What follows belongs to an exercise in optimizing a design on an open flow for small area; a production flow would make more cautious choices. At most, simulation tests tie the RTL to the original design; equivalence was not proved. The RTL of run 2 was laid out without a check of its function. Power is estimated from default activity; no workload was simulated.

==> design.v <==
module sbfc (
    input  wire        clk,
    input  wire        rst,           
    input  wire        host_wr,       
    input  wire        host_space,    
    input  wire [7:0]  host_addr,
    input  wire [15:0] host_wdata,
    output reg  [15:0] host_rdata,    
    output wire        busy,
    output wire        done,
    output wire        err,
    input  wire        link_open,
    output wire        tx_valid,
    output reg  [7:0]  tx_data,
    input  wire        tx_ready,
    output wire        tx_flush,
    input  wire        tx_flush_ack,
    input  wire        tx_err,
    output wire        rx_ready,
    input  wire        rx_valid,
    input  wire [7:0]  rx_data,
    input  wire        rx_err,
    input  wire        tick,
    output wire        pld_we,
    output wire [7:0]  pld_waddr,
    output wire [7:0]  pld_wdata
);
    localparam S_IDLE  = 3'd0;
    localparam S_GAP   = 3'd1;
    localparam S_TX    = 3'd2;
    localparam S_FLUSH = 3'd3;
    localparam S_RXH   = 3'd4;
    localparam S_RXP   = 3'd5;
    localparam E_CONN   = 4'd1;
    localparam E_IO     = 4'd2;
    localparam E_CSUM   = 4'd3;
    localparam E_PROTO  = 4'd4;
    localparam E_DEVICE = 4'd5;
    localparam E_INVAL  = 4'd6;
    localparam E_LENGTH = 4'd7;
    localparam E_EMPTY  = 4'd8;
    integer i;
    reg [2:0]  seq;
    reg [7:0]  idx;              
    reg [7:0]  acc;              
    reg [7:0]  opl;              
    reg        has_cmd, st_ovr, st_seen_r;    
    reg [3:0]  errcode;
    reg [15:0] gap;
    reg [7:0]  d_rtype, d_cat, d_func, d_plen;
    reg [7:0]  d_param [0:7];
    reg        l_query;          
    reg [2:0]  l_pm1;            
    reg [7:0]  l_cat;            
    reg [7:0]  l_func;           
    reg [7:0]  l_param [0:7];
    wire       hdr_bad = l_pm1[0];   
    wire       pld0_nz = l_pm1[1];   
    wire       phase   = l_query;    
    wire idle   = (seq == S_IDLE);
    wire in_gap = (seq == S_GAP);
    wire in_tx  = (seq == S_TX);
    wire in_fl  = (seq == S_FLUSH);
    wire in_rxh = (seq == S_RXH);
    wire in_rxp = (seq == S_RXP);
    wire       sendd = opl[3];
    wire [2:0] o     = opl[2:0];
    wire       tgl   = (o == 3'd7);
    wire       pwrq  = (o == 3'd3);
    wire [2:0] e     = tgl ? (phase ? {1'b0, pld0_nz, ~pld0_nz} : 3'd3) : o;
    wire       query = sendd ? l_query : (e == 3'd3);
    wire       rom3  = (e == 3'd4) || (e == 3'd5);
    wire       is_ck = sendd ? ((idx[3] | idx[2]) && ({idx[3], idx[1:0]} == l_pm1)) :
                               (idx[3:0] == (rom3 ? 4'd6 : 4'd5));
    assign busy     = !idle;
    assign done     = st_done;
    wire   st_done  = idle && has_cmd;
    assign err      = |errcode;
    assign tx_valid = in_tx;
    assign tx_flush = in_fl;
    assign rx_ready = in_rxh || in_rxp;
    wire st_seen = st_seen_r || in_tx;
    wire [10:1] sl;
    genvar gk;
    generate
        for (gk = 1; gk <= 10; gk = gk + 1) begin : g_sl
            assign sl[gk] = (idx[3:0] == gk);
        end
    endgenerate
    wire [7:0] slot = ({8{sl[1]}}  & l_cat)      | ({8{sl[2]}}  & l_func)     |
                      ({8{sl[3]}}  & l_param[0]) | ({8{sl[4]}}  & l_param[1]) |
                      ({8{sl[5]}}  & l_param[2]) | ({8{sl[6]}}  & l_param[3]) |
                      ({8{sl[7]}}  & l_param[4]) | ({8{sl[8]}}  & l_param[5]) |
                      ({8{sl[9]}}  & l_param[6]) | ({8{sl[10]}} & l_param[7]);
    reg [7:0] rom;
    always @(*) begin
        case (idx[2:0])
            3'd2:    rom = rom3 ? 8'h05 : (e == 3'd6) ? 8'h06 : 8'h00;
            3'd3:    rom = (e == 3'd3) ? 8'hFF : rom3 ? 8'h03 : 8'h02;
            3'd4:    rom = (e == 3'd1) ? 8'h01 : (e == 3'd3) ? 8'hFF : 8'h00;
            3'd5:    rom = (e == 3'd5) ? 8'h01 : 8'h00;
            default: rom = 8'h00;
        endcase
    end
    wire       i0    = (idx[3:0] == 4'd0);
    wire       sel_r = in_tx && i0;
    wire       sel_s = in_tx && !i0 && sendd;
    wire       sel_m = in_tx && !i0 && !sendd;
    wire [7:0] addend = ({8{sel_r}} & (query ? 8'h83 : 8'h8C)) |
                        ({8{sel_s}} & slot) | ({8{sel_m}} & rom) |
                        ({8{rx_ready}} & rx_data) |
                        {7'd0, in_gap && (&idx)};
    always @(*) tx_data = is_ck ? acc : addend;
    wire [7:0] idx_inc = idx + 8'd1;
    wire       p_last  = (idx_inc == l_func);
    assign pld_we    = rx_valid && !rx_err && in_rxp && !p_last;
    assign pld_waddr = idx;
    assign pld_wdata = rx_data;
    wire ok_done = st_done && !err;                  
    wire pwrv    = ok_done && pwrq;
    wire plen_on = ok_done && (pwrq || (sendd && l_query));
    wire dev_err = (errcode == E_DEVICE);
    wire       rs_reg = !host_space && !host_addr[3];
    wire       rs_d   = !host_space && host_addr[3];
    wire [7:0] rs_lo;
    wire [7:0] rs_par;
    wire [3:0] rs_dsc;
    generate
        for (gk = 0; gk < 8; gk = gk + 1) begin : g_rs
            assign rs_lo[gk]  = rs_reg && (host_addr[2:0] == gk);
            assign rs_par[gk] = host_space && (host_addr[2:0] == gk);
        end
        for (gk = 0; gk < 4; gk = gk + 1) begin : g_rd
            assign rs_dsc[gk] = rs_d && (host_addr[1:0] == gk);
        end
    endgenerate
    wire       rs_gap = rs_reg && host_addr[2] && host_addr[1];
    reg  [7:0] rd_par;
    always @(*) begin
        rd_par = 8'h00;
        for (i = 0; i < 8; i = i + 1)
            rd_par = rd_par | ({8{rs_par[i]}} & d_param[i]);
    end
    always @(*) begin
        host_rdata[15:8] = {8{rs_gap}} & gap[15:8];
        host_rdata[7:0]  = rd_par |
                           ({8{rs_dsc[0]}} & d_rtype) | ({8{rs_dsc[1]}} & d_cat) |
                           ({8{rs_dsc[2]}} & d_func)  | ({8{rs_dsc[3]}} & d_plen) |
                           ({8{rs_lo[0]}} & opl) |
                           ({8{rs_lo[1]}} & {3'd0, st_seen, st_ovr, err, st_done, busy}) |
                           ({8{rs_lo[2]}} & {4'd0, errcode}) |
                           ({8{rs_lo[3] && dev_err}} & l_cat) |
                           ({8{rs_lo[4]}} & {6'd0, pwrv, pwrv & pld0_nz}) |
                           ({8{rs_lo[5] && plen_on}} & idx) |
                           ({8{rs_gap}} & gap[7:0]);
    end
    wire [15:0] wd     = host_wdata & {16{!rst}};
    wire        wr_hi0 = host_wr && (host_addr[7:4] == 4'd0);
    wire        wr_reg = wr_hi0 && !host_space;
    wire        wr_par = wr_hi0 && host_space && !host_addr[3];
    wire        cmd_wr = wr_reg && (host_addr[3:0] == 4'h0);
    wire        accept = cmd_wr && idle;
    always @(posedge clk) begin
        if (rst || accept) opl <= wd[7:0];
        if (rst || (wr_reg && host_addr[3:0] == 4'h6))
            gap <= {wd[15:2], host_wdata[1] | rst, wd[0]};
        if (rst || (wr_reg && host_addr[3:0] == 4'h8)) d_rtype <= wd[7:0];
        if (rst || (wr_reg && host_addr[3:0] == 4'h9)) d_cat   <= wd[7:0];
        if (rst || (wr_reg && host_addr[3:0] == 4'hA)) d_func  <= wd[7:0];
        if (rst || (wr_reg && host_addr[3:0] == 4'hB)) d_plen  <= wd[7:0];
        for (i = 0; i < 8; i = i + 1)
            if (rst || (wr_par && host_addr[2:0] == i)) d_param[i] <= wd[7:0];
    end
    wire [7:0] cmd_op   = host_wdata[7:0];
    wire       op_valid = (cmd_op >= 8'h01) && (cmd_op <= 8'h08);
    wire       sendd_ok = ((d_rtype == 8'h8C) || (d_rtype == 8'h83)) &&
                          (d_plen >= 8'd1) && (d_plen <= 8'd8);
    wire       cmd_ok   = link_open && op_valid && (!cmd_op[3] || sendd_ok);
    wire       want_gap = st_seen_r && (|gap);
    wire       gap_end  = (&acc) && (&idx[7:1]) && !idx[0];
    wire       rx_ev    = rx_valid && !rx_err;
    wire       rxh_done = in_rxh && idx[1] && !query;
    wire       rx_last  = rxh_done || (in_rxp && p_last);
    wire [3:0] check_code = (rx_data != acc) ? E_CSUM   :
                            hdr_bad          ? E_PROTO  :
                            (l_cat != 8'h00) ? E_DEVICE : 4'd0;
    wire       need_pld = pwrq || (tgl && !phase);
    wire       empty    = in_rxh || (idx == 8'd0);
    wire [3:0] end_code = (check_code != 4'd0) ? check_code :
                          (need_pld && empty)  ? E_EMPTY : 4'd0;
    wire       tgl_next = in_rxp && tgl && !phase && (end_code == 4'd0);
    wire       ld_start = idle || (in_rxp && p_last);
    wire [15:0] start_val = want_gap ? ~gap : 16'd0;
    wire [7:0] acc_add = acc + addend;
    wire       acc_en  = idle || in_fl || (in_gap && tick) || (in_tx && tx_ready) ||
                         (rx_ready && rx_valid);
    wire [7:0] acc_d   = ld_start ? start_val[15:8] :
                         (in_fl || in_gap && gap_end) ? 8'h00 : acc_add;
    wire       idx_en  = (idle && cmd_wr) || in_fl || (in_gap && tick) ||
                         (in_tx && tx_ready) || (in_rxh && rx_valid) ||
                         (in_rxp && rx_valid && (!p_last || (tgl && !phase)));
    wire [7:0] idx_d   = ld_start ? start_val[7:0] :
                         (in_fl || in_gap && gap_end || in_rxh && idx[1]) ? 8'h00 : idx_inc;
    always @(posedge clk) begin
        if (acc_en) acc <= acc_d;
        if (idx_en) idx <= idx_d;
    end
    always @(posedge clk) begin
        if (idle) begin
            l_func <= d_func;
            for (i = 0; i < 8; i = i + 1)
                l_param[i] <= d_param[i];
        end else if (in_rxh && idx[1]) begin
            l_func <= rx_data;
        end
        if (idle && cmd_wr)
            l_cat <= d_cat;
        else if (in_rxh && rx_valid && idx[0])
            l_cat <= rx_data;
        if (idle && cmd_wr) begin
            l_query <= cmd_op[3] && d_rtype[0];
            l_pm1   <= d_plen[2:0] - 3'd1;
        end else begin
            if (in_rxp && rx_valid && p_last && tgl)
                l_query <= 1'b1;
            if (in_rxh && idx[1:0] == 2'd0)
                l_pm1[0] <= (rx_data != 8'h70);
            if (in_rxp && idx == 8'd0)
                l_pm1[1] <= (rx_data != 8'h00);
        end
    end
    reg [2:0] seq_d;
    reg [3:0] code_d;
    reg       to_idle;
    always @(*) begin
        seq_d   = seq;
        code_d  = 4'd0;
        to_idle = 1'b0;
        case (seq)
            S_IDLE: begin
                if (cmd_wr) begin
                    code_d = !link_open ? E_CONN : E_INVAL;
                    if (cmd_ok)
                        seq_d = want_gap ? S_GAP : S_TX;
                    else
                        to_idle = 1'b1;
                end
            end
            S_GAP: begin
                if (tick && gap_end)
                    seq_d = S_TX;
            end
            S_TX: begin
                code_d = E_IO;
                if (tx_err)
                    to_idle = 1'b1;
                else if (tx_ready && is_ck)
                    seq_d = S_FLUSH;
            end
            S_FLUSH: begin
                code_d = E_IO;
                if (tx_err)
                    to_idle = 1'b1;
                else if (tx_flush_ack)
                    seq_d = S_RXH;
            end
            default: begin       
                if (rx_err) begin
                    code_d  = E_IO;
                    to_idle = 1'b1;
                end else if (rx_valid) begin
                    if (rx_last) begin
                        code_d = end_code;
                        if (tgl_next)
                            seq_d = want_gap ? S_GAP : S_TX;
                        else
                            to_idle = 1'b1;
                    end else if (in_rxh && idx[1] && rx_data == 8'h00) begin
                        code_d  = E_LENGTH;
                        to_idle = 1'b1;
                    end else if (in_rxh && idx[1]) begin
                        seq_d = S_RXP;
                    end
                end
            end
        endcase
        if (to_idle)
            seq_d = S_IDLE;
    end
    always @(posedge clk) begin
        if (rst) begin
            seq       <= S_IDLE;
            has_cmd   <= 1'b0;
            st_ovr    <= 1'b0;
            st_seen_r <= 1'b0;
            errcode   <= 4'd0;
        end else begin
            seq <= seq_d;
            if (idle && cmd_wr)
                has_cmd <= 1'b1;
            if ((idle && cmd_wr) || to_idle)
                errcode <= to_idle ? code_d : 4'd0;
            if (in_tx)
                st_seen_r <= 1'b1;
            if (cmd_wr && !idle)
                st_ovr <= 1'b1;
            else if (wr_reg && host_addr[3:0] == 4'h1 && host_wdata[3])
                st_ovr <= 1'b0;
        end
    end
endmodule
==> flow/run.sh <==
#!/bin/bash
# Layout flow: the standard ORFS flow (standard.sh) with
#  - synthesis unchanged except for the ABC script that maps the
#    combinational logic (area-oriented: deepsyn + area mapping), run with
#    four deepsyn seeds, keeping the smallest netlist; the registers are
#    mapped by the standard synthesis before ABC runs, so every run has the
#    same registers,
#  - port buffers of the smallest buffer cell,
#  - global placement that keeps none of its trial buffers,
#  - a clock tree without dummy loads, built from clkbuf_8 clusters.
# Each tool's output goes to a log file in this folder (synth_S*.log,
# layout.log) and to ORFS's own logs under orfs/logs.
set -e
HERE=$(pwd)
FLOWDIR=$(cd "$(dirname "$0")" && pwd)
ORFS_WORK="$HERE/orfs"

# the make command standard.sh runs, to be run with another WORK_HOME
MAKELINE=$(grep '^make ' standard.sh | sed 's/ "\${@:-finish}"$//')

for S in 1 2 3 4; do
    T="$HERE/synth_try$S"
    rm -rf "$T"; mkdir -p "$T"
    cp -r "$FLOW_HOME/scripts" "$T/scripts"
    sed "s/&deepsyn -T 60/\&deepsyn -T 60 -S $S/" "$FLOWDIR/abc_area_deep.script" > "$T/scripts/abc_speed.script"
    ( cd "$HERE" && eval "SCRIPTS_DIR=$T/scripts ${MAKELINE//WORK_HOME=$ORFS_WORK/WORK_HOME=$T/orfs} synth" \
        > "$HERE/synth_S$S.log" 2>&1 ) &
done
wait

BEST=""; BESTA=""
for S in 1 2 3 4; do
    R="$HERE/synth_try$S/orfs/reports/sky130hd/sbfc/base/synth_stat.txt"
    [ -f "$HERE/synth_try$S/orfs/results/sky130hd/sbfc/base/1_synth.odb" ] || continue
    A=$(grep -m1 "Chip area for module" "$R" | awk '{print $NF}')
    echo "seed $S: $A" >> "$HERE/synth_pick.log"
    if [ -z "$BEST" ] || awk -v a="$A" -v b="$BESTA" 'BEGIN{exit !(a<b)}'; then BEST=$S; BESTA=$A; fi
done
echo "picked seed $BEST ($BESTA)" >> "$HERE/synth_pick.log"
[ -n "$BEST" ]
rm -rf "$ORFS_WORK"
cp -a "$HERE/synth_try$BEST/orfs" "$ORFS_WORK"
for S in 1 2 3 4; do rm -rf "$HERE/synth_try$S/scripts"; done

# the rest of the standard flow
export GPL_KEEP_OVERFLOW=0
export BUFFER_PORTS_ARGS="-buffer_cell sky130_fd_sc_hd__buf_1"
export CTS_ARGS="-sink_clustering_enable -repair_clock_nets -dont_use_dummy_load -buf_list sky130_fd_sc_hd__clkbuf_8 -sink_clustering_size 16 -sink_clustering_max_diameter 60"
bash standard.sh > "$HERE/layout.log" 2>&1
==> flow/abc_area_deep.script <==
strash
&get -n
&deepsyn -T 60
&dch -f
&nf -a -R 1000 -E 10
&put
topo
==> standard.sh <==
#!/bin/bash
# synth_recipe.tcl (not shown) runs the flow's synth.tcl, then flattens the netlist and writes it again
# the make line also repeats each setting of config.mk as NAME=value (left out here)
make -C /OpenROAD-flow-scripts/flow DESIGN_CONFIG=/design/flow/config.mk WORK_HOME=/design/flow/orfs CLKGATE_MAP_FILE= SYNTH_SCRIPT=/design/flow/synth_recipe.tcl "${@:-finish}"
==> config.mk <==
export PLATFORM = sky130hd
export DESIGN_NAME = sbfc
export DESIGN_NICKNAME = sbfc
export VERILOG_FILES = /design/flow/design.v
export SDC_FILE = /design/flow/constraint.sdc
export NUM_CORES = 4
export LEC_CHECK = 0
export CAP_MARGIN = 20
export CORE_MARGIN = 2
export CORE_UTILIZATION = 60
export PLACE_DENSITY = 0.75
export SLEW_MARGIN = 20
==> constraint.sdc <==
create_clock -name core_clock -period 10.0 [get_ports {clk}]
set_input_delay 2.0000 -clock core_clock [delete_from_list [all_inputs] [get_ports {clk}]]
set_output_delay 2.0000 -clock core_clock [all_outputs]
set_load 0.01 [all_outputs]
==> results.json, run 1 <==
{
  "min_path_type": "reg2reg",
  "track_usage_pct": 38.8,
  "ys_async_sr_fraction_pct": 0,
  "yosysUniqueCellTypes": 55,
  "synth_nets": 875,
  "drt-total-wl_mm": 35.6,
  "critPathKind": "reg2out",
  "worstPathMaxFanout": 11,
  "drt-pass1-iter-count": 9,
  "viasPerCell": 7.47,
  "syn_area_um2": 10400,
  "critPathMostFrequentCell": "a21oi_1",
  "cts_root_buf": "clkbuf_8",
  "clk_path_buf_depth": 3,
  "power_leakage_nw": 3.91,
  "dp_hpwl_mm": 26.0,
  "synthTopCellsByArea": "edfxtp_1, a222oi_1, nor2_1",
  "cts_tree": "yes",
  "synth_cells": 815,
  "drive_gt1_share_pct": 4.25,
  "ys_seq_area_share_pct": 65.3,
  "synthFlopType": "edfxtp_1",
  "coreArea_um2": 17100,
  "io_pins": 90,
  "ant_nets": 0,
  "rsz0062_at_grt": "false",
  "grt_pass1_vias": 7861,
  "setup_viol": 0,
  "maxSlewViolCount": 0,
  "yosysTopAreaCell": "edfxtp_1",
  "place.port_buffers": 89,
  "post_cts_resized": 0,
  "start_util_pct": 60.9,
  "htreeDepth": 1,
  "crit_required_ns": 8.00,
  "cts_sinks": 230,
  "gp_congestion": 1.11,
  "final_cell_area_um2": 11300,
  "status": "finished clean",
  "drt-initial-drc-count": 1675,
  "post_drt_wl_per_cell_um": 31.2,
  "area_growth_pct": 8.81,
  "ir_worst_vdd_v": 0.000198,
  "max_stage_delay_ns": 0.96,
  "cts_hold_buffers": 0,
  "hold_viol": 0,
  "grt_max_degree": 75,
  "grt-ovfl-total": 0,
  "vias": 8537,
  "clkLatencyLatePin_ns": 0.54,
  "r2r_start": "idx[0]$_DFFE_PP_",
  "endpoint_kind": "output pin",
  "startpoint": "idx[0]$_DFFE_PP_",
  "rows": 48,
  "power_density_nw_per_um2": 235,
  "post_cts_buffers": 0,
  "max_slew_margin_pct": 21.6,
  "synth_seq_cells": 230,
  "drcViolationCount": 0,
  "antenna_found_initial": 0,
  "die_h_um": 136,
  "fmax_mhz": 148,
  "placed_cell_area_um2": 11100,
  "worst_pin_slew_ns": 1.17,
  "drv_cap": 0,
  "yosys_warnings": 3,
  "skew_ns": 0.0398,
  "slowest_stage": "nor2b_1",
  "crit_arrival_ns": 4.77,
  "period_share_pct": 67.7,
  "die_x_um": 136,
  "min_period_ns": 6.77,
  "fin_nets": 980,
  "finalSetupTns_ns": 0,
  "cts-buffers-inserted": 19,
  "antenna-diode-count": 0,
  "grt_pass1_wl_mm": 51.2,
  "cp_cell_sequence": "clkinv_1 > ha_1 > nor2b_1 > a21oi_1 > nand2_1 > a21oi_1 > a2111oi_0 > nand2_1 > nor2_1 > a21oi_1 > buf_1",
  "yosys.area.top_type_share_pct": 63.3,
  "min-delay-start": "d_param[4][4]$_DFFE_PP_",
  "synth-edff-count": 220,
  "synth.avg_cell_area_um2": 12.8,
  "die_area_um2": 18500,
  "cp-start-kind": "flip-flop",
  "clk_pin_slew_ns": 0.10
}
## cells in the mapped netlist, types with 8 or more instances
cell,number
a21o_1,18
a21oi_1,34
a221oi_1,10
a222oi_1,43
a22o_1,10
a22oi_1,16
and2_0,12
and3_1,16
buf_4,8
clkinv_1,26
dfxtp_1,10
edfxtp_1,220
ha_1,16
nand2_1,74
nand2b_1,11
nand3_1,24
nand4_1,9
nor2_1,89
nor2b_1,24
nor3_1,17
nor4_1,13
o21ai_0,22
o22ai_1,17
xnor2_1,10
xor2_1,9
## where the power goes
| part | total, W | internal [W] | switching, W |
|---|---|---|---|
| Combinational | 0.000693 | 0.000199 | 0.000493 |
| Clock | 0.000464 | 0.000171 | 0.000293 |
| Sequential | 0.00151 | 0.00134 | 0.000169 |
| Total | 0.00266 | 0.00171 | 0.000955 |
## worst paths after layout
path | end | slack [ns] | cells after the start
min reg2reg | l_param[4][4]$_DFFE_PP_ | 0.45 | 0
max | tx_data[1] | 3.23 | 11
min | l_param[4][4]$_DFFE_PP_ | 0.45 | 0
max reg2reg | acc[7]$_DFFE_PP_ | 4.06 | 19
## worst max-delay path: cells and delay by family (launching register included)
kind                       cells  cell delay (ns)
buffers and inverters          2             0.41
AOI/OAI and AO/OA              4             1.10
adders and majority gates      1             0.35
DFF                            1             0.62
and+or+nand+nor                4             1.74
## metal layers
metal | part of all wire (%) | global-route usage (%) | vias up
li1 | - | - | 3459
met1 | 36 | 53.9 | 4093
met2 | 44 | 59.6 | 811
met3 | 14 | 9.51 | 174
met4 | 5.7 | 15.7 | 0
met5 | 0 | 0 | -
## cells by family (layout without fill, tap and decap cells)
family | after synthesis | count (layout) | synth area share (%)
DFF | 230 | 230 | 65.3
adders and majority gates | 17 | 17 | 2.11
buffers and inverters | 34 | 137 | 1.51
AOI/OAI and AO/OA | 205 | 205 | 14.8
and+or+nand+nor | 302 | 302 | 13.9
xor gates and xnor gates | 19 | 19 | 1.60
muxes | 8 | 8 | 0.828
## area by class of cell
type                    instances  area [µm²]
multi-input cells             551        3530
repair buffers                 92         362
inverters                      26         103
well taps                     225         282
flip-flops and latches        230        6810
fillers                      1314        5770
clock buffers                  19         262
## registers in the layout, indices dropped and copies added (netlist names), 8 cells and up
signal and cells:
idx 8, gap 16, acc 8, d_plen 8, opl 8, l_func 8
d_func 8, d_rtype 8, d_cat 8, d_param 64, l_param 64, l_cat 8
## through the flow
step / total power (W) / cells / setup slack, ns / utilization, % / hold slack [ns]
2_1_floorplan: 0.00188 / 815 / 4.03 / - / 0.425
3_3_place_gp: 0.00217 / 1121 / 2.36 / 64.2 / 0.450
3_5_place_dp: 0.00218 / 1124 / 3.58 / 64.7 / 0.434
4_1_cts: 0.00262 / 1143 / 3.49 / 66.2 / 0.449
5_1_grt: 0.00274 / 1143 / 3.24 / 66.3 / 0.481
6_report: 0.00266 / 1143 / 3.23 / 66.3 / 0.451
## cell usage in the layout (no fill, tap or decap), types with 19 or more instances in the layout
| master | n |
|---|---|
| o21ai_0 | 21 |
| nor2_1 | 88 |
| a222oi_1 | 43 |
| nand3_1 | 24 |
| clkinv_1 | 25 |
| clkbuf_8 | 19 |
| a21oi_1 | 34 |
| buf_1 | 88 |
| edfxtp_1 | 220 |
| nand2_1 | 74 |
==> run 2, diff against run 1 <==
--- a/design.v
+++ b/design.v
@@ -103,14 +103,17 @@
         endcase
     end
     wire       i0    = (idx[3:0] == 4'd0);
-    wire       sel_r = in_tx && i0;
-    wire       sel_s = in_tx && !i0 && sendd;
-    wire       sel_m = in_tx && !i0 && !sendd;
+    wire       sel_c = in_tx && is_ck;
+    wire       sel_f = in_tx && !is_ck;
+    wire       sel_r = sel_f && i0;
+    wire       sel_s = sel_f && !i0 && sendd;
+    wire       sel_m = sel_f && !i0 && !sendd;
     wire [7:0] addend = ({8{sel_r}} & (query ? 8'h83 : 8'h8C)) |
                         ({8{sel_s}} & slot) | ({8{sel_m}} & rom) |
+                        ({8{sel_c}} & acc) |
                         ({8{rx_ready}} & rx_data) |
                         {7'd0, in_gap && (&idx)};
-    always @(*) tx_data = is_ck ? acc : addend;
+    always @(*) tx_data = addend;
     wire [7:0] idx_inc = idx + 8'd1;
     wire       p_last  = (idx_inc == l_func);
     assign pld_we    = rx_valid && !rx_err && in_rxp && !p_last;
@@ -185,7 +188,7 @@
                             hdr_bad          ? E_PROTO  :
                             (l_cat != 8'h00) ? E_DEVICE : 4'd0;
     wire       need_pld = pwrq || (tgl && !phase);
-    wire       empty    = in_rxh || (idx == 8'd0);
+    wire       empty    = (idx == 8'd0);     
     wire [3:0] end_code = (check_code != 4'd0) ? check_code :
                           (need_pld && empty)  ? E_EMPTY : 4'd0;
     wire       tgl_next = in_rxp && tgl && !phase && (end_code == 4'd0);
@@ -298,7 +301,7 @@
             seq <= seq_d;
             if (idle && cmd_wr)
                 has_cmd <= 1'b1;
-            if ((idle && cmd_wr) || to_idle)
+            if (!idle || cmd_wr)
                 errcode <= to_idle ? code_d : 4'd0;
             if (in_tx)
                 st_seen_r <= 1'b1;
==> flow/abc_area_deep.script (replaced) <==
strash
&get -n
&deepsyn -T 60
&dch -f
&nf -a -p -A 4 -F 8 -C 32 -R 1000 -E 10
&put
topo
==> results.json, run 2 <==
{
  "synth.avg_cell_area_um2": 12.9,
  "viasPerCell": 7.06,
  "drcViolationCount": 0,
  "cts_root_buf": "clkbuf_8",
  "synthTopCellsByArea": "edfxtp_1, nor2_1, nand2_1",
  "drt-initial-drc-count": 1291,
  "post_drt_wl_per_cell_um": 29.5,
  "min_path_type": "reg2reg",
  "reg2reg_slack_ns": 4.65,
  "mostFrequentLayoutCell": "edfxtp_1",
  "final_cell_area_um2": 11300,
  "place.port_buffers": 89,
  "ir_worst_vdd_v": 0.000211,
  "synth_seq_cells": 230,
  "die_h_um": 135,
  "critPathKind": "reg2out",
  "synth.most_common_cell": "edfxtp_1",
  "rr_endpoint": "acc[7]$_DFFE_PP_",
  "grt-ovfl-total": 0,
  "cts_hold_buffers": 0,
  "drt-pass1-iter-count": 8,
  "drv_cap": 0,
  "rows": 48,
  "cp-start-kind": "flip-flop",
  "clk_path_buf_depth": 3,
  "endpoint_kind": "output pin",
  "nFillCells": 1281,
  "hold_viol": 0,
  "grt_pass1_vias": 7598,
  "finalSetupTns_ns": 0,
  "antenna_found_initial": 0,
  "r2r_start": "idx[0]$_DFFE_PP_",
  "cp-endpoint": "host_rdata[1]",
  "startpoint": "seq[0]$_SDFFE_PP0P_",
  "post_cts_resized": 0,
  "crit_arrival_ns": 4.31,
  "worst_pin_slew_ns": 1.09,
  "min_period_ns": 6.31,
  "setup_viol": 0,
  "gp_congestion": 1.03,
  "multi_input_area_um2": 3510,
  "power_leakage_nw": 3.77,
  "yosysUniqueCellTypes": 52,
  "area_growth_pct": 9.19,
  "synth_nets": 866,
  "worstPathMaxFanout": 76,
  "max_slew_margin_pct": 27.3,
  "antenna-diode-count": 0,
  "die_x_um": 135,
  "dp_hpwl_mm": 25.0,
  "period_share_pct": 63.1,
  "io_pins": 90,
  "synthFlopType": "edfxtp_1",
  "grt_max_degree": 77,
  "ant_nets": 0,
  "placed_cell_area_um2": 11000,
  "top_regs": "d_param: 64 flops, l_param: 64 flops, gap: 16 flops",
  "syn_area_um2": 10400,
  "clkLatencyLatePin_ns": 0.54,
  "coreArea_um2": 17100,
  "power_density_nw_per_um2": 224,
  "skew_ns": 0.0402,
  "cts-buffers-inserted": 21,
  "synth_cells": 806,
  "fmax_mhz": 159,
  "drt-total-wl_mm": 33.6,
  "yosys.area.top_type_share_pct": 63.7,
  "post_cts_buffers": 0,
  "fin_nets": 974,
  "ys_seq_area_share_pct": 65.6,
  "yosysTopAreaCell": "edfxtp_1",
  "ys_async_sr_fraction_pct": 0,
  "track_usage_pct": 36.7,
  "rsz0062_at_grt": "false",
  "start_util_pct": 60.6,
  "worst_r2r_path_depth": 20,
  "yosys_warnings": 3,
  "yosys-top-cells-count": "edfxtp_1, nor2_1, nand2_1, nor2b_1, a221oi_1",
  "final_cell_mix": "edfxtp_1, nor2_1, buf_1",
  "cts_sinks": 230,
  "grt_pass1_wl_mm": 48.0,
  "crit_required_ns": 8.00,
  "maxSlewViolCount": 0,
  "vias": 8023,
  "status": "finished clean",
  "cts_tree": "yes",
  "synth-edff-count": 220,
  "drive_gt1_share_pct": 4.50,
  "htreeDepth": 1,
  "die_area_um2": 18400,
  "ff_latch_area_um2": 6810,
  "clk_pin_slew_ns": 0.09
}
run 2: cell count changes in the layout (fill, tap and decap cells not counted), sizes merged, moves of 8 or more:
cell and change:
and3 -8, clkinv -8, xor2 +8, a21oi -9, a22oi +9, a222oi -20
nand2 +12, nand3 -10, a21o -14, nand4 +9, a221oi +16
run 2: worst min-delay path by stage:
stage	startpoint	end	slack, ns	depth (start not counted)
finish	d_param[5][7]$_DFFE_PP_	l_param[5][7]$_DFFE_PP_	0.45	0
floorplan	d_param[2][3]$_DFFE_PP_	l_param[2][3]$_DFFE_PP_	0.43	0
global placement	d_param[1][5]$_DFFE_PP_	l_param[1][5]$_DFFE_PP_	0.44	0
global route	d_param[0][5]$_DFFE_PP_	l_param[0][5]$_DFFE_PP_	0.47	0
CTS	d_param[5][7]$_DFFE_PP_	l_param[5][7]$_DFFE_PP_	0.45	0
detailed placement	d_param[1][7]$_DFFE_PP_	l_param[1][7]$_DFFE_PP_	0.44	0
run 2: kinds of logic after synthesis:
logic type	synth area share, %
flip-flops	65.6
buffers and inverters	1.23
AND/OR/NAND/NOR	15.1
multiplexers	0.0965
XOR/XNOR	2.36
adder cells (fa/ha/maj)	2.12
AO/OA/AOI/OAI	13.4
run 2: layout make-up:
class                      instances  share of cell area [%]
clock buffer                      21                    2.55
tap                              225                    2.49
sequential                       230                    60.1
multi-input combinational        550                    31.0
timing repair buffer              93                    3.25
inverter                          18                   0.641
run 2: routing by layer:
metal	wire, µm	share of wire (%)	GRT usage, %
met1	12400	37	48.4
met2	15900	47	59.2
met3	4000	12	10.3
met4	1300	3.9	13.1
met5	0	0	0
run 2: per-stage QoR:
step                hold WS, ns  worst slack, ns  utilization [%]  cells  total power, W
finish                    0.453             3.69             66.2   1137         0.00254
global route              0.471             3.50             66.2   1137         0.00262
CTS                       0.454             3.71             66.1   1137         0.00251
detailed placement        0.435             3.82             64.5   1116         0.00205
global placement          0.441             2.41             63.9   1112         0.00204
floorplan                 0.425             4.09                -    806         0.00180
run 2: power breakdown:
| group | internal, W | switching (W) |
|---|---|---|
| Sequential | 0.00132 | 0.000156 |
| Clock | 0.000188 | 0.000294 |
| Combinational | 0.000166 | 0.000410 |
run 2: critical path, stage by stage (launching register included):
cell,delay (ns)
dfxtp_1,0.60
or3_1,0.73
clkinv_4,0.73
and2_0,0.52
nand3_1,0.18
nor4_1,0.11
a21oi_1,0.16
nand4_1,0.13
or3_1,0.44
buf_1,0.15
==> run 3, diff against run 2 <==
--- a/design.v
+++ b/design.v
@@ -44,7 +44,7 @@
     reg [7:0]  idx;              
     reg [7:0]  acc;              
     reg [7:0]  opl;              
-    reg        has_cmd, st_ovr, st_seen_r;    
+    reg        st_ovr, st_seen_r;
     reg [3:0]  errcode;
     reg [15:0] gap;
     reg [7:0]  d_rtype, d_cat, d_func, d_plen;
@@ -74,6 +74,7 @@
                                (idx[3:0] == (rom3 ? 4'd6 : 4'd5));
     assign busy     = !idle;
     assign done     = st_done;
+    wire   has_cmd  = (|opl) || err;
     wire   st_done  = idle && has_cmd;
     assign err      = |errcode;
     assign tx_valid = in_tx;
@@ -218,7 +219,7 @@
         end
         if (idle && cmd_wr)
             l_cat <= d_cat;
-        else if (in_rxh && rx_valid && idx[0])
+        else if (in_rxh && idx[0])
             l_cat <= rx_data;
         if (idle && cmd_wr) begin
             l_query <= cmd_op[3] && d_rtype[0];
@@ -293,14 +294,11 @@
     always @(posedge clk) begin
         if (rst) begin
             seq       <= S_IDLE;
-            has_cmd   <= 1'b0;
             st_ovr    <= 1'b0;
             st_seen_r <= 1'b0;
             errcode   <= 4'd0;
         end else begin
             seq <= seq_d;
-            if (idle && cmd_wr)
-                has_cmd <= 1'b1;
             if (!idle || cmd_wr)
                 errcode <= to_idle ? code_d : 4'd0;
             if (in_tx)
==> results.json, run 3 <==
{
  "status": "finished clean",
  "drv_cap": 0,
  "syn_area_um2": 10300,
  "maxSlewViolCount": 0,
  "worstPathMaxFanout": 9,
  "max_slew_margin_pct": 29.8,
  "crit_arrival_ns": 4.72,
  "period_share_pct": 67.2,
  "rr_endpoint": "acc[7]$_DFFE_PP_",
  "r2r_start": "idx[3]$_DFFE_PP_",
  "grt_max_degree": 39,
  "crit_required_ns": 8.00,
  "clk_path_buf_depth": 3,
  "mostFrequentLayoutCell": "edfxtp_1",
  "ys_seq_area_share_pct": 65.7,
  "yosys.area.top_type_share_pct": 64.0,
  "skew_ns": 0.0469,
  "drt-total-wl_mm": 35.2,
  "synth_cells": 798,
  "fin_util_pct": 67.2,
  "clkLatencyLatePin_ns": 0.52,
  "grt-ovfl-total": 0,
  "min_path_type": "reg2reg",
  "htreeDepth": 1,
  "drive_gt1_share_pct": 3.88,
  "rows": 47,
  "rsz0062_at_grt": "false",
  "die_x_um": 135,
  "power_leakage_nw": 3.80,
  "track_usage_pct": 39.2,
  "die_h_um": 135,
  "cts_root_buf": "clkbuf_8",
  "fmax_mhz": 149,
  "place.port_buffers": 89,
  "drcViolationCount": 0,
  "post_cts_buffers": 0,
  "synth.most_common_cell": "edfxtp_1",
  "reg2reg_slack_ns": 4.70,
  "hold_viol": 0,
  "top_regs": "d_param: 64 flops, l_param: 64 flops, gap: 16 flops",
  "clk_pin_slew_ns": 0.10,
  "synth.avg_cell_area_um2": 12.9,
  "multi_input_area_um2": 3420,
  "gp_congestion": 1.05,
  "drt-initial-drc-count": 1755,
  "whs_ns": 0.474,
  "vias": 8198,
  "ff_latch_area_um2": 6790,
  "synth_seq_cells": 229,
  "final_cell_mix": "edfxtp_1, buf_1, nor2_1",
  "synth-edff-count": 220,
  "die_area_um2": 18300,
  "ant_nets": 0,
  "viasPerCell": 7.31,
  "grt_pass1_wl_mm": 51.0,
  "cts_hold_buffers": 0,
  "yosysUniqueCellTypes": 51,
  "cts_sinks": 229,
  "yosys-top-cells-count": "edfxtp_1, nor2_1, nand2_1, a222oi_1, o21ai_0",
  "critPathKind": "in2out",
  "area_growth_pct": 8.63,
  "power_density_nw_per_um2": 242,
  "post_drt_wl_per_cell_um": 31.4,
  "finalSetupTns_ns": 0,
  "min_period_ns": 6.72,
  "drt-pass1-iter-count": 7,
  "ir_worst_vdd_v": 0.000183,
  "cp-endpoint": "host_rdata[2]",
  "antenna_found_initial": 1,
  "start_util_pct": 61.8,
  "ys_async_sr_fraction_pct": 0,
  "synthTopCellsByArea": "edfxtp_1, a222oi_1, nor2_1",
  "cts_tree": "yes",
  "setup_viol": 0,
  "cts-buffers-inserted": 19,
  "grt_pass1_vias": 7736,
  "post_cts_resized": 0,
  "yosys_warnings": 3,
  "synth_nets": 858,
  "cp-start-kind": "primary input",
  "yosysTopAreaCell": "edfxtp_1",
  "nFillCells": 1242,
  "fin_nets": 963,
  "worst_pin_slew_ns": 1.03,
  "startpoint": "host_addr[0]",
  "io_pins": 90,
  "endpoint_kind": "output pin",
  "dp_hpwl_mm": 27.0,
  "worst_r2r_path_depth": 23,
  "synthFlopType": "edfxtp_1",
  "coreArea_um2": 16700
}
-- run 3: changes by cell type in the layout (fill, tap and decap cells not counted), sizes merged, moves of 6 or more --
cell    change
a222oi     +18
nand2      -16
o21ai      +14
a21o       +13
a22oi      -12
a221oi     -11
clkinv      +9
and3        +7
nand4       -6
nor2        -6
-- run 3: through the flow --
step	cells	total power [W]	instance area, µm²	setup slack (ns)
after global routing	1121	0.00281	11200	3.16
after CTS	1121	0.00268	11200	3.46
after global placement	1099	0.00222	10900	3.38
after detailed placement	1102	0.00225	10900	3.48
after floorplan	798	0.00194	10300	4.18
final	1122	0.00271	11200	3.28
-- run 3: worst min-delay path by stage --
stage	start	end	slack, ns	cells after the start
2_1_floorplan	d_param[5][1]$_DFFE_PP_	l_param[5][1]$_DFFE_PP_	0.42	0
4_1_cts	d_param[2][0]$_DFFE_PP_	l_param[2][0]$_DFFE_PP_	0.47	0
5_1_grt	d_param[2][0]$_DFFE_PP_	l_param[2][0]$_DFFE_PP_	0.48	0
6_report	d_param[2][0]$_DFFE_PP_	l_param[2][0]$_DFFE_PP_	0.47	0
3_3_place_gp	d_param[3][0]$_DFFE_PP_	l_param[3][0]$_DFFE_PP_	0.48	0
3_5_place_dp	d_param[3][0]$_DFFE_PP_	l_param[3][0]$_DFFE_PP_	0.46	0
-- run 3: routing by layer --
metal	up-vias	wire length [µm]	GRT usage, %
li1	3397	-	-
met1	3937	13000	58.5
met2	736	15100	56.4
met3	128	5320	8.42
met4	0	1790	16.7
met5	-	0	0
-- run 3: critical path, cell delays in order --
cell       delay [ns]
buf_1            0.34
nand2b_1         0.30
nor2_1           0.23
a222oi_1         0.41
o211ai_1         0.14
a2111oi_0        0.89
o21ai_0          0.23
buf_1            0.19
-- run 3: cells by family (layout without fill, tap and decap cells) --
logic type / Yosys count / in the layout / synth area share [%]
adders and majority gates: 17 / 17 / 2.13
DFF: 229 / 229 / 65.7
and+or+nand+nor: 289 / 289 / 13.7
muxes: 1 / 1 / 0.0969
other: 0 / 1 / 0
buffers and inverters: 35 / 138 / 1.56
AOI/OAI and AO/OA: 204 / 204 / 14.9
xor gates and xnor gates: 23 / 23 / 1.95
-- run 3: power breakdown --
part / internal [W] / switching [W]
clock network: 0.000171 / 0.000282
logic: 0.000233 / 0.000516
registers: 0.00134 / 0.000172
-- run 3: final cells by class --
type	count	area share, %
Sequential cell	229	60.5
Multi-Input combinational cell	534	30.4
Timing Repair Buffer	92	3.33
Tap cell	220	2.45
Clock buffer	19	2.33
Inverter	27	0.915
Antenna cell	1	0.0223
==> run 4, diff against run 3 <==
--- a/config.mk
+++ b/config.mk
@@ -5,8 +5,8 @@
 export SDC_FILE = /design/flow/constraint.sdc
 export NUM_CORES = 4
 export LEC_CHECK = 0
-export CAP_MARGIN = 20
+export CAP_MARGIN = 10
 export CORE_MARGIN = 2
 export CORE_UTILIZATION = 60
 export PLACE_DENSITY = 0.75
-export SLEW_MARGIN = 20
+export SLEW_MARGIN = 10
==> results.json, run 4 <==
{
  "p_switching_w": 0.000879,
  "synthTopCellsByArea": "edfxtp_1, a222oi_1, nor2_1",
  "period_share_pct": 63.1,
  "synth.most_common_cell": "edfxtp_1",
  "setup_viol": 0,
  "clkLatencyLatePin_ns": 0.55,
  "ys_seq_area_share_pct": 65.7,
  "dp_hpwl_mm": 26.6,
  "cts_hold_buffers": 0,
  "switching_share_pct": 34.6,
  "final_cell_area_um2": 11200,
  "cts_sinks": 229,
  "finalSetupTns_ns": 0,
  "top_regs": "d_param: 64 flops, l_param: 64 flops, gap: 16 flops",
  "die_area_um2": 18300,
  "place.port_buffers": 89,
  "rows": 47,
  "max_stage_delay_ns": 0.91,
  "yosys_warnings": 3,
  "synth_cells": 762,
  "ant_nets": 0,
  "multi_input_area_um2": 3430,
  "nFillCells": 1233,
  "worst_pin_slew_ns": 1.28,
  "fmax_mhz": 159,
  "status": "finished clean",
  "intPower_w": 0.00166,
  "mostFrequentLayoutCell": "edfxtp_1",
  "maxSlewViolCount": 0,
  "antenna-diode-count": 0,
  "coreArea_um2": 16700,
  "synth.avg_cell_area_um2": 13.6,
  "antenna_found_initial": 0,
  "endpoint_kind": "output pin",
  "ys_async_sr_fraction_pct": 0,
  "whs_ns": 0.471,
  "fin_nets": 926,
  "synth_seq_cells": 229,
  "power_density_nw_per_um2": 227,
  "min_path_type": "reg2reg",
  "synth_nets": 822,
  "yosysUniqueCellTypes": 52,
  "die_x_um": 135,
  "hold_viol": 0,
  "htreeDepth": 1,
  "vias": 8173,
  "p_total_w": 0.00254,
  "yosys.area.top_type_share_pct": 64.0,
  "cp-start-kind": "primary input",
  "grt-ovfl-total": 0,
  "drcViolationCount": 0,
  "yosys-top-cells-count": "edfxtp_1, nor2_1, nand2_1, a222oi_1, nor2b_1",
  "placed_cell_area_um2": 10900,
  "synth-edff-count": 220,
  "drv_cap": 0,
  "track_usage_pct": 38.9,
  "worstPathMaxFanout": 9,
  "drt-total-wl_mm": 35.4,
  "pwr-share-comb_pct": 24.4,
  "cts_root_buf": "clkbuf_8",
  "power_leakage_nw": 3.75,
  "slowest_stage": "nor3_1",
  "post_cts_resized": 0,
  "cts_tree": "yes",
  "fin_util_pct": 67.0,
  "yosysTopAreaCell": "edfxtp_1",
  "cts-buffers-inserted": 18,
  "grt_pass1_wl_mm": 50.4,
  "min_period_ns": 6.31,
  "die_h_um": 135,
  "post_drt_wl_per_cell_um": 32.7,
  "ir_worst_vdd_v": 0.000155,
  "drive_gt1_share_pct": 3.13,
  "clk_pin_slew_ns": 0.08,
  "ff_latch_area_um2": 6790,
  "crit_arrival_ns": 4.31,
  "viasPerCell": 7.54,
  "drt-pass1-iter-count": 10,
  "rsz0062_at_grt": "false",
  "area_growth_pct": 8.38,
  "crit_required_ns": 8.00,
  "clk_path_buf_depth": 3,
  "syn_area_um2": 10300,
  "grt_max_degree": 52,
  "synthFlopType": "edfxtp_1",
  "skew_ns": 0.0773,
  "start_util_pct": 61.9,
  "seqPwrFrac_pct": 58.3,
  "max_slew_margin_pct": 14.2,
  "post_cts_buffers": 0,
  "grt_pass1_vias": 7437,
  "final_cell_mix": "edfxtp_1, buf_1, nor2_1",
  "cp_cell_sequence": "buf_1 > nand2b_1 > nor3_1 > a222oi_1 > nand4_1 > a21oi_1 > nand4_1 > a21o_1 > buf_1",
  "drt-initial-drc-count": 1723,
  "io_pins": 90,
  "gp_congestion": 1.07,
  "critPathKind": "in2out",
  "p_clk_share_pct": 17.3
}
[run 4: cells by family after synthesis]
| group | after synthesis | synth area share (%) |
|---|---|---|
| and+or+nand+nor | 260 | 13.0 |
| muxes | 8 | 0.860 |
| buffers and inverters | 28 | 1.31 |
| xor gates and xnor gates | 23 | 1.95 |
| AOI/OAI and AO/OA | 197 | 15.1 |
| adders and majority gates | 17 | 2.13 |
| DFF | 229 | 65.7 |
[run 4: power groups by stage]
| stage | combinational, W | clock (W) | sequential [W] |
|---|---|---|---|
| 6_report | 0.000619 | 0.000439 | 0.00148 |
| 5_1_grt | 0.000666 | 0.000469 | 0.00149 |
| 4_1_cts | 0.000599 | 0.000440 | 0.00147 |
| 3_5_place_dp | 0.000595 | 0 | 0.00149 |
| 3_3_place_gp | 0.000568 | 0 | 0.00150 |
| 2_1_floorplan | 0.000396 | 0 | 0.00141 |
[run 4: cell type report]
| class | count | area share (%) |
|---|---|---|
| Sequential cell | 229 | 60.6 |
| Multi-Input combinational cell | 505 | 30.7 |
| Tap cell | 220 | 2.46 |
| Clock buffer | 18 | 2.21 |
| Inverter | 20 | 0.682 |
| Timing Repair Buffer | 92 | 3.38 |
[run 4: path summary, 6_finish.rpt]
kind | startpoint | endpoint | slack (ns) | cells after the start
max | host_addr[2] | host_rdata[3] | 3.69 | 9
min | d_param[7][7]$_DFFE_PP_ | l_param[7][7]$_DFFE_PP_ | 0.47 | 0
max reg2reg | idx[0]$_DFFE_PP_ | acc[7]$_DFFE_PP_ | 4.48 | 20
min reg2reg | d_param[7][7]$_DFFE_PP_ | l_param[7][7]$_DFFE_PP_ | 0.47 | 0
[run 4: through the flow]
step / cells / setup slack [ns]
2_1_floorplan: 762 / 4.55
3_3_place_gp: 1063 / 3.46
3_5_place_dp: 1065 / 3.86
4_1_cts: 1083 / 3.83
5_1_grt: 1084 / 3.64
6_report: 1084 / 3.69
[run 4: per-layer routing]
metal	part of all wire [%]	global-route usage, %	up-vias
met3	17	9.73	124
met1	36	59.0	3886
li1	-	-	3320
met2	42	55.7	843
met4	4.6	13.0	0
met5	0	0	-
[run 4: critical path: cells and delay by family]
family	cells	cell delay, ns
buffers and inverters	2	0.32
AOI/OAI and AO/OA	3	0.49
and+or+nand+nor	4	1.50
==> run 5, diff against run 4 <==
--- a/flow/run.sh
+++ b/flow/run.sh
@@ -45,5 +45,5 @@
 # the rest of the standard flow
 export GPL_KEEP_OVERFLOW=0
 export BUFFER_PORTS_ARGS="-buffer_cell sky130_fd_sc_hd__buf_1"
-export CTS_ARGS="-sink_clustering_enable -repair_clock_nets -dont_use_dummy_load -buf_list sky130_fd_sc_hd__clkbuf_8 -sink_clustering_size 16 -sink_clustering_max_diameter 60"
+export CTS_ARGS="-sink_clustering_enable -repair_clock_nets -dont_use_dummy_load -buf_list sky130_fd_sc_hd__clkbuf_8 -sink_clustering_size 18 -sink_clustering_max_diameter 80"
 bash standard.sh > "$HERE/layout.log" 2>&1
--- a/config.mk
+++ b/config.mk
@@ -5,8 +5,8 @@
 export SDC_FILE = /design/flow/constraint.sdc
 export NUM_CORES = 4
 export LEC_CHECK = 0
-export CAP_MARGIN = 10
+export CAP_MARGIN = 20
 export CORE_MARGIN = 2
 export CORE_UTILIZATION = 60
 export PLACE_DENSITY = 0.75
-export SLEW_MARGIN = 10
+export SLEW_MARGIN = 20
==> results.json, run 5 <==
{
  "crit_required_ns": 8.00,
  "min_path_type": "reg2reg",
  "yosys.area.top_type_share_pct": 64.0,
  "drive_gt1_share_pct": 3.72,
  "cp_num_buf_inv": 2,
  "p_clk_share_pct": 16.9,
  "startpoint": "host_addr[0]",
  "drt-total-wl_mm": 35.2,
  "period_share_pct": 62.7,
  "stdcell_count": 1081,
  "post-place-ws_ns": 3.87,
  "track_usage_pct": 38.8,
  "min-delay-start": "d_param[7][7]$_DFFE_PP_",
  "rows": 47,
  "top_regs": "d_param: 64 flops, l_param: 64 flops, gap: 16 flops",
  "critical-path-top-delay-family": "simple AND/OR/NAND/NOR gates",
  "yosys-top-cells-count": "edfxtp_1, nor2_1, nand2_1, a222oi_1, nor2b_1",
  "clk_path_buf_depth": 3,
  "pwr-share-comb_pct": 24.1,
  "synth_nets": 822,
  "dp_hpwl_mm": 26.5,
  "grt_max_degree": 75,
  "grt_pass1_vias": 7467,
  "hold_viol": 0,
  "status": "finished clean",
  "coreArea_um2": 16700,
  "p_switching_w": 0.000882,
  "start_util_pct": 61.9,
  "drcViolationCount": 0,
  "max_stage_delay_ns": 0.76,
  "skew_ns": 0.0440,
  "switching_share_pct": 35.0,
  "yosysUniqueCellTypes": 52,
  "fmax_mhz": 159,
  "seqPwrFrac_pct": 59.0,
  "layout_setup_ws_ns": 3.73,
  "ir_worst_vdd_v": 0.000127,
  "synthFlopType": "edfxtp_1",
  "io_pins": 90,
  "min_period_ns": 6.27,
  "die_x_um": 135,
  "finalSetupTns_ns": 0,
  "power_density_nw_per_um2": 225,
  "r2r_start": "idx[0]$_DFFE_PP_",
  "max_slew_margin_pct": 32.7,
  "cts_tree": "yes",
  "area_growth_pct": 8.15,
  "clk_pin_slew_ns": 0.08,
  "drt-pass1-iter-count": 12,
  "post_cts_buffers": 0,
  "viasPerCell": 7.51,
  "synth.avg_cell_area_um2": 13.6,
  "worst_pin_slew_ns": 1.01,
  "clkLatencyLatePin_ns": 0.55,
  "post_cts_resized": 0,
  "slowest_stage": "nor2_1",
  "numPlacedInstances": 1065,
  "htreeDepth": 1,
  "whs_ns": 0.468,
  "synth_seq_cells": 229,
  "intPower_w": 0.00164,
  "vias": 8116,
  "synth_cells": 762,
  "die_h_um": 135,
  "maxSlewViolCount": 0,
  "crit_arrival_ns": 4.27,
  "power_leakage_nw": 3.73,
  "endpoint_kind": "output pin",
  "syn_area_um2": 10300,
  "fin_nets": 923,
  "antenna_found_initial": 1,
  "synthTopCellsByArea": "edfxtp_1, a222oi_1, nor2_1",
  "cts_sinks": 229,
  "critPathKind": "in2out",
  "place.port_buffers": 89,
  "grt_pass1_wl_mm": 50.5,
  "worstPathMaxFanout": 9,
  "drv_cap": 0,
  "ys_seq_area_share_pct": 65.7,
  "cts_root_buf": "clkbuf_8",
  "yosys_warnings": 3,
  "rsz0062_at_grt": "false",
  "post_drt_wl_per_cell_um": 32.6,
  "synth.most_common_cell": "edfxtp_1",
  "cp-start-kind": "primary input",
  "drt-initial-drc-count": 1720,
  "final_cell_mix": "edfxtp_1, buf_1, nor2_1",
  "ant_nets": 0,
  "synth-edff-count": 220,
  "gp_congestion": 1.07,
  "mostFrequentLayoutCell": "edfxtp_1",
  "yosysTopAreaCell": "edfxtp_1",
  "ys_async_sr_fraction_pct": 0,
  "cts_hold_buffers": 0,
  "antenna-diode-count": 0,
  "setup_viol": 0,
  "cp_cell_sequence": "buf_1 > nand2b_1 > nor2_1 > a22oi_1 > nand4_1 > nor2_1 > nand3_1 > a221o_1 > buf_1",
  "cts-buffers-inserted": 16,
  "grt-ovfl-total": 0,
  "die_area_um2": 18300
}
-- run 5: stage by stage --
stage | utilization [%] | area, µm² | total power [W]
after floorplan | - | 10300 | 0.00180
after global placement | 65.1 | 10900 | 0.00206
after detailed placement | 65.4 | 10900 | 0.00208
after CTS | 66.8 | 11100 | 0.00248
after global routing | 66.9 | 11200 | 0.00259
final | 66.9 | 11200 | 0.00252
-- run 5: final timing paths --
path | end | slack [ns] | cells past startpoint
setup / recovery | host_rdata[2] | 3.73 | 9
hold / removal | l_param[7][7]$_DFFE_PP_ | 0.47 | 0
setup reg to reg | acc[7]$_DFFE_PP_ | 4.56 | 20
hold reg to reg | l_param[7][7]$_DFFE_PP_ | 0.47 | 0
-- run 5: cell type report --
type	instances	area (µm²)
flip-flops and latches	229	6790
clock buffers	16	220
fillers	1214	5530
well taps	220	275
inverters	20	80.1
repair buffers	91	350
multi-input cells	505	3460
-- run 5: logic make-up after synthesis --
group / after synthesis / share of synthesized area, %
and+or+nand+nor: 260 / 13.0
buffers and inverters: 28 / 1.31
adders and majority gates: 17 / 2.13
muxes: 8 / 0.860
xor gates and xnor gates: 23 / 1.95
DFF: 229 / 65.7
AOI/OAI and AO/OA: 197 / 15.1
-- run 5: layer usage --
metal  up-vias  wire length [µm]  share of wire, %  global-route usage [%]
met5         -                 0                 0                       0
met1      3916             12800                36                    57.0
met4         0              1370               3.9                    12.6
met3        98              5900                17                    12.3
met2       793             15100                43                    55.8
li1       3309                 -                 -                       -
-- run 5: power groups by stage --
stage                     Clock, W  Sequential, W  Combinational (W)
after floorplan                  0        0.00141           0.000396
after global placement           0        0.00150           0.000568
after detailed placement         0        0.00149           0.000586
after CTS                 0.000423        0.00147           0.000590
after global routing      0.000446        0.00149           0.000655
final                     0.000425        0.00149           0.000607
==> run 6, diff against run 5 <==
--- a/design.v
+++ b/design.v
@@ -27,10 +27,10 @@
 );
     localparam S_IDLE  = 3'd0;
     localparam S_GAP   = 3'd1;
-    localparam S_TX    = 3'd2;
-    localparam S_FLUSH = 3'd3;
-    localparam S_RXH   = 3'd4;
-    localparam S_RXP   = 3'd5;
+    localparam S_TX    = 3'd3;
+    localparam S_FLUSH = 3'd2;
+    localparam S_RXH   = 3'd6;
+    localparam S_RXP   = 3'd7;
     localparam E_CONN   = 4'd1;
     localparam E_IO     = 4'd2;
     localparam E_CSUM   = 4'd3;
--- a/flow/run.sh
+++ b/flow/run.sh
@@ -45,5 +45,5 @@
 # the rest of the standard flow
 export GPL_KEEP_OVERFLOW=0
 export BUFFER_PORTS_ARGS="-buffer_cell sky130_fd_sc_hd__buf_1"
-export CTS_ARGS="-sink_clustering_enable -repair_clock_nets -dont_use_dummy_load -buf_list sky130_fd_sc_hd__clkbuf_8 -sink_clustering_size 18 -sink_clustering_max_diameter 80"
+export CTS_ARGS="-sink_clustering_enable -repair_clock_nets -dont_use_dummy_load -buf_list sky130_fd_sc_hd__clkbuf_8 -sink_clustering_size 17 -sink_clustering_max_diameter 70"
 bash standard.sh > "$HERE/layout.log" 2>&1
--- a/config.mk
+++ b/config.mk
@@ -5,8 +5,8 @@
 export SDC_FILE = /design/flow/constraint.sdc
 export NUM_CORES = 4
 export LEC_CHECK = 0
-export CAP_MARGIN = 20
+export CAP_MARGIN = 10
 export CORE_MARGIN = 2
 export CORE_UTILIZATION = 60
 export PLACE_DENSITY = 0.75
-export SLEW_MARGIN = 20
+export SLEW_MARGIN = 10
==> results.json, run 6 <==
{
  "status": "finished clean",
  "die_h_um": 135,
  "synth_nets": 858,
  "coreArea_um2": 16700,
  "worstPathMaxFanout": 8,
  "cts_sinks": 229,
  "fin_nets": 963,
  "io_pins": 90,
  "post_cts_buffers": 0,
  "place.port_buffers": 89,
  "clkLatencyLatePin_ns": 0.56,
  "die_area_um2": 18200,
  "whs_ns": 0.473,
  "power_leakage_nw": 3.77,
  "gp_congestion": 1.11,
  "cts-buffers-inserted": 18,
  "yosys-top-cells-count": "edfxtp_1, nand2_1, nor2_1, a222oi_1, a21oi_1",
  "die_x_um": 135,
  "final_cell_area_um2": 11200,
  "antenna-diode-count": 0,
  "cp-start-kind": "primary input",
  "maxSlewViolCount": 0,
  "crit_required_ns": 8.00,
  "synth_seq_cells": 229,
  "synth.most_common_cell": "edfxtp_1",
  "slowest_stage": "nor3_1",
  "post-place-ws_ns": 3.77,
  "mostFrequentLayoutCell": "edfxtp_1",
  "grt_pass1_wl_mm": 52.0,
  "grt_pass1_vias": 7768,
  "crit_arrival_ns": 4.31,
  "area_growth_pct": 8.62,
  "yosys_warnings": 3,
  "endpoint_kind": "output pin",
  "reg2reg_slack_ns": 4.40,
  "rows": 47,
  "worst_pin_slew_ns": 1.35,
  "dp_hpwl_mm": 27.7,
  "synthTopCellsByArea": "edfxtp_1, a222oi_1, nand2_1",
  "min_period_ns": 6.31,
  "clk_path_buf_depth": 3,
  "cts_tree": "yes",
  "synth.avg_cell_area_um2": 12.9,
  "syn_area_um2": 10300,
  "setup_viol": 0,
  "critical-path-top-delay-family": "simple AND/OR/NAND/NOR gates",
  "cts_hold_buffers": 0,
  "track_usage_pct": 40.1,
  "drt-total-wl_mm": 36.8,
  "max_slew_margin_pct": 9.64,
  "drv_cap": 0,
  "ys_seq_area_share_pct": 65.8,
  "hold_viol": 0,
  "grt_max_degree": 53,
  "min_path_type": "reg2reg",
  "top_regs": "d_param: 64 flops, l_param: 64 flops, gap: 16 flops",
  "drt-pass1-iter-count": 9,
  "ant_nets": 0,
  "cp_num_buf_inv": 2,
  "power_density_nw_per_um2": 202,
  "post_cts_resized": 0,
  "viasPerCell": 7.43,
  "period_share_pct": 63.1,
  "critPathKind": "in2out",
  "final_cell_mix": "edfxtp_1, nand2_1, buf_1",
  "ys_async_sr_fraction_pct": 0,
  "drcViolationCount": 0,
  "cts_root_buf": "clkbuf_8",
  "stdcell_count": 1122,
  "fmax_mhz": 159,
  "antenna_found_initial": 0,
  "post_drt_wl_per_cell_um": 32.8,
  "finalSetupTns_ns": 0,
  "cp_cell_sequence": "buf_1 > or3_1 > nor3_1 > nand2_1 > and3_1 > nand4_1 > a221o_1 > buf_1",
  "ir_worst_vdd_v": 0.000129,
  "placed_cell_area_um2": 10900,
  "yosysUniqueCellTypes": 53,
  "max_stage_delay_ns": 0.93,
  "synth-edff-count": 220,
  "drive_gt1_share_pct": 3.33,
  "htreeDepth": 1,
  "grt-ovfl-total": 0,
  "vias": 8342,
  "synth_cells": 799,
  "skew_ns": 0.108,
  "start_util_pct": 61.7,
  "nFillCells": 1241,
  "drt-initial-drc-count": 1784,
  "yosys.area.top_type_share_pct": 64.1,
  "numPlacedInstances": 1103,
  "layout_setup_ws_ns": 3.69,
  "synthFlopType": "edfxtp_1",
  "rsz0062_at_grt": "false",
  "yosysTopAreaCell": "edfxtp_1",
  "critPathMostFrequentCell": "buf_1",
  "clk_pin_slew_ns": 0.11
}
[run 6: per-layer routing]
layer,GRT usage (%),wire [µm],vias to the layer above
li1,-,-,3402
met1,55.3,12900,4007
met2,62.7,16500,781
met3,9.35,5430,152
met4,15.3,1910,0
met5,0,0,-
[run 6: area by class of cell]
class	count	area, µm²	area share, %
flip-flops and latches	229	6790	60.6
multi-input cells	534	3400	30.3
repair buffers	93	384	3.43
well taps	220	275	2.46
clock buffers	18	248	2.21
inverters	28	106	0.950
[run 6: cells by family after synthesis]
logic type      after synthesis  share of synthesized area [%]
flops                       229                           65.8
fa+ha+maj                    16                           2.01
compound gates              191                           14.3
xor+xnor                     18                           1.53
buf+inv                      36                           1.60
simple gates                307                           14.6
mux                           2                          0.194
[run 6: worst register-to-register path: cells and delay by family (launching register included)]
family	cells	cell delay, ns
compound gates	9	2.30
simple gates	5	1.70
flops	1	0.61
fa+ha+maj	2	0.59
buf+inv	1	0.22
[run 6: path summary, 6_finish.rpt]
check / startpoint / depth (start not counted) / to
hold / removal: d_param[4][0]$_DFFE_PP_ / 0 / l_param[4][0]$_DFFE_PP_
setup / recovery: host_space / 8 / host_rdata[4]
hold reg to reg: d_param[4][0]$_DFFE_PP_ / 0 / l_param[4][0]$_DFFE_PP_
setup reg to reg: idx[1]$_DFFE_PP_ / 17 / acc[7]$_DFFE_PP_
[run 6: metrics by stage]
stage / util (%) / power, W
2_1_floorplan: - / 0.00160
3_3_place_gp: 65.0 / 0.00179
3_5_place_dp: 65.5 / 0.00181
4_1_cts: 67.0 / 0.00223
5_1_grt: 67.1 / 0.00232
6_report: 67.1 / 0.00226
[run 6: power by group]
part | internal, W | switching (W) | leakage (nW)
combinational | 0.000126 | 0.000279 | 1.39
clock | 0.000162 | 0.000283 | 0.129
sequential | 0.00126 | 0.000149 | 2.25
total | 0.00155 | 0.000710 | 3.77
==> run 7, diff against run 6 <==
--- a/flow/run.sh
+++ b/flow/run.sh
@@ -7,9 +7,6 @@
 #    same registers,
 #  - port buffers of the smallest buffer cell,
 #  - global placement that keeps none of its trial buffers,
-#  - a clock tree without dummy loads, built from clkbuf_8 clusters.
-# Each tool's output goes to a log file in this folder (synth_S*.log,
-# layout.log) and to ORFS's own logs under orfs/logs.
 set -e
 HERE=$(pwd)
 FLOWDIR=$(cd "$(dirname "$0")" && pwd)
@@ -22,7 +19,7 @@
     T="$HERE/synth_try$S"
     rm -rf "$T"; mkdir -p "$T"
     cp -r "$FLOW_HOME/scripts" "$T/scripts"
-    sed "s/&deepsyn -T 60/\&deepsyn -T 60 -S $S/" "$FLOWDIR/abc_area_deep.script" > "$T/scripts/abc_speed.script"
+    sed "s/&deepsyn -T 60/\&deepsyn -T 150 -S $S/" "$FLOWDIR/abc_area_deep.script" > "$T/scripts/abc_speed.script"
     ( cd "$HERE" && eval "SCRIPTS_DIR=$T/scripts ${MAKELINE//WORK_HOME=$ORFS_WORK/WORK_HOME=$T/orfs} synth" \
         > "$HERE/synth_S$S.log" 2>&1 ) &
 done
==> results.json, run 7 <==
{
  "startpoint": "host_space",
  "min_period_ns": 6.31,
  "placed_cell_area_um2": 10900,
  "numPlacedInstances": 1103,
  "status": "finished clean",
  "drt-pass1-iter-count": 9,
  "critical-path-top-delay-family": "simple AND/OR/NAND/NOR gates",
  "cts_tree": "yes",
  "io_pins": 90,
  "place.port_buffers": 89,
  "worst_r2r_path_depth": 17,
  "fmax_mhz": 159,
  "cp_cell_sequence": "buf_1 > or3_1 > nor3_1 > nand2_1 > and3_1 > nand4_1 > a221o_1 > buf_1",
  "period_share_pct": 63.1,
  "p_total_w": 0.00226,
  "yosysTopAreaCell": "edfxtp_1",
  "slowest_stage": "nor3_1",
  "grt_pass1_vias": 7768,
  "cp-endpoint": "host_rdata[4]",
  "critPathMostFrequentCell": "buf_1",
  "synth_seq_cells": 229,
  "cts-buffers-inserted": 18,
  "drcViolationCount": 0,
  "crit_required_ns": 8.00,
  "viasPerCell": 7.43,
  "max_stage_delay_ns": 0.93,
  "crit_arrival_ns": 4.31,
  "finalSetupTns_ns": 0,
  "rsz0062_at_grt": "false",
  "worstPathMaxFanout": 8,
  "drt-total-wl_mm": 36.8,
  "clkLatencyLatePin_ns": 0.56,
  "path_depth": 8,
  "cp-start-kind": "primary input",
  "stdcell_count": 1122,
  "drive_gt1_share_pct": 3.33,
  "synth.avg_cell_area_um2": 12.9,
  "synth_cells": 799,
  "setup_viol": 0,
  "min_path_type": "reg2reg",
  "worst_pin_slew_ns": 1.35,
  "drt-initial-drc-count": 1784,
  "max_slew_margin_pct": 9.64,
  "antenna-diode-count": 0,
  "critPathKind": "in2out",
  "yosys.area.top_type_share_pct": 64.1,
  "ir_worst_vdd_v": 0.000129,
  "maxSlewViolCount": 0,
  "synth_nets": 858,
  "mostFrequentLayoutCell": "edfxtp_1",
  "ys_seq_area_share_pct": 65.8,
  "start_util_pct": 61.7,
  "yosys-top-cells-count": "edfxtp_1, nand2_1, nor2_1, a222oi_1, a21oi_1",
  "skew_ns": 0.108,
  "power_leakage_nw": 3.77,
  "endpoint_kind": "output pin",
  "final_cell_area_um2": 11200,
  "reg2reg_slack_ns": 4.40,
  "cts_hold_buffers": 0,
  "cp_num_buf_inv": 2,
  "antenna_found_initial": 0,
  "top_regs": "d_param: 64 flops, l_param: 64 flops, gap: 16 flops",
  "synthFlopType": "edfxtp_1",
  "yosys_warnings": 3,
  "cts_sinks": 229,
  "synth.most_common_cell": "edfxtp_1",
  "drv_cap": 0,
  "power_density_nw_per_um2": 202,
  "grt_pass1_wl_mm": 52.0,
  "fin_util_pct": 67.1,
  "ys_async_sr_fraction_pct": 0
}
==> run 7: cell counts after synthesis <==
No cell type changed its count.
==> run 7: layout make-up <==
| cell class | count | area, µm² |
|---|---|---|
| Tap cell | 220 | 275 |
| Timing Repair Buffer | 93 | 384 |
| Sequential cell | 229 | 6790 |
| Clock buffer | 18 | 248 |
| Fill cell | 1241 | 5500 |
| Inverter | 28 | 106 |
| Multi-Input combinational cell | 534 | 3400 |
==> run 7: worst min-delay path by stage <==
stage	startpoint	to	slack, ns	cells after the start
after detailed placement	d_param[5][0]$_DFFE_PP_	l_param[5][0]$_DFFE_PP_	0.45	0
after global placement	d_param[1][3]$_DFFE_PP_	l_param[1][3]$_DFFE_PP_	0.44	0
after floorplan	d_param[0][2]$_DFFE_PP_	l_param[0][2]$_DFFE_PP_	0.43	0
final	d_param[4][0]$_DFFE_PP_	l_param[4][0]$_DFFE_PP_	0.47	0
after global routing	d_param[1][3]$_DFFE_PP_	l_param[1][3]$_DFFE_PP_	0.49	0
after CTS	d_param[4][0]$_DFFE_PP_	l_param[4][0]$_DFFE_PP_	0.46	0
==> run 7: cells by family after synthesis <==
| group | after synthesis | synth area share (%) |
|---|---|---|
| buf+inv | 36 | 1.60 |
| simple gates | 307 | 14.6 |
| xor+xnor | 18 | 1.53 |
| compound gates | 191 | 14.3 |
| flops | 229 | 65.8 |
| mux | 2 | 0.194 |
| fa+ha+maj | 16 | 2.01 |
==> run 7: worst register-to-register path, cell delays in order, from the launching register on <==
cell,delay (ns)
edfxtp_1,0.61
clkinv_1,0.22
ha_1,0.27
nor2b_1,1.08
a221oi_1,0.50
nand3_1,0.28
o21ai_0,0.15
o221ai_1,0.42
ha_1,0.32
a21o_1,0.19
a21oi_1,0.21
nor2b_1,0.07
o21ai_0,0.15
nand2b_1,0.09
and2_0,0.18
o21ai_0,0.23
a21oi_1,0.13
o32ai_1,0.32
==> run 7: metrics by stage <==
stage,setup slack [ns],hold WS (ns)
after global routing,3.61,0.488
final,3.69,0.473
after floorplan,4.50,0.425
after CTS,3.76,0.465
after global placement,3.32,0.444
after detailed placement,3.77,0.455
==> run 7: where the power goes <==
part	total [W]	switching [W]	internal, W
Combinational	0.000404	0.000279	0.000126
Clock	0.000445	0.000283	0.000162
Sequential	0.00141	0.000149	0.00126
Total	0.00226	0.000710	0.00155
==> run 7: per-layer routing <==
metal | part of all wire [%] | GRT usage [%] | up-vias | wire length, µm
met5 | 0 | 0 | - | 0
met4 | 5.2 | 15.3 | 0 | 1910
met3 | 15 | 9.35 | 152 | 5430
met2 | 45 | 62.7 | 781 | 16500
met1 | 35 | 55.3 | 4007 | 12900
li1 | - | - | 3402 | -

port drivers added, routing unchanged:
The flow's constraints put no driver on any port. The routed layouts listed below were extracted and timed again, unchanged, in two steps. Step 1 sets driving cells, clkbuf_16 on the clock port and buf_2 on the other inputs (assumed; they add their load-dependent delay and slew). Step 2 also shifts input and output timing later by t, the mid clock arrival at the registers, as if the neighbouring blocks saw the same clock. a / b / c = ideal / step 1 / step 2; a / b = the first two.
run | t, ns | setup WS [ns]
run 1 | 0.566 | 3.226 / 3.185 / 3.751
run 2 | 0.566 | 3.691 / 3.647 / 3.715
run 3 | 0.539 | 3.275 / 3.219 / 3.219
run 4 | 0.553 | 3.693 / 3.672 / 3.672
run 5 | 0.560 | 3.725 / 3.660 / 3.660
run 6 | 0.546 | 3.692 / 3.670 / 3.670
run 7 | 0.546 | 3.692 / 3.670 / 3.670
After both steps setup and hold are still met in every run listed.
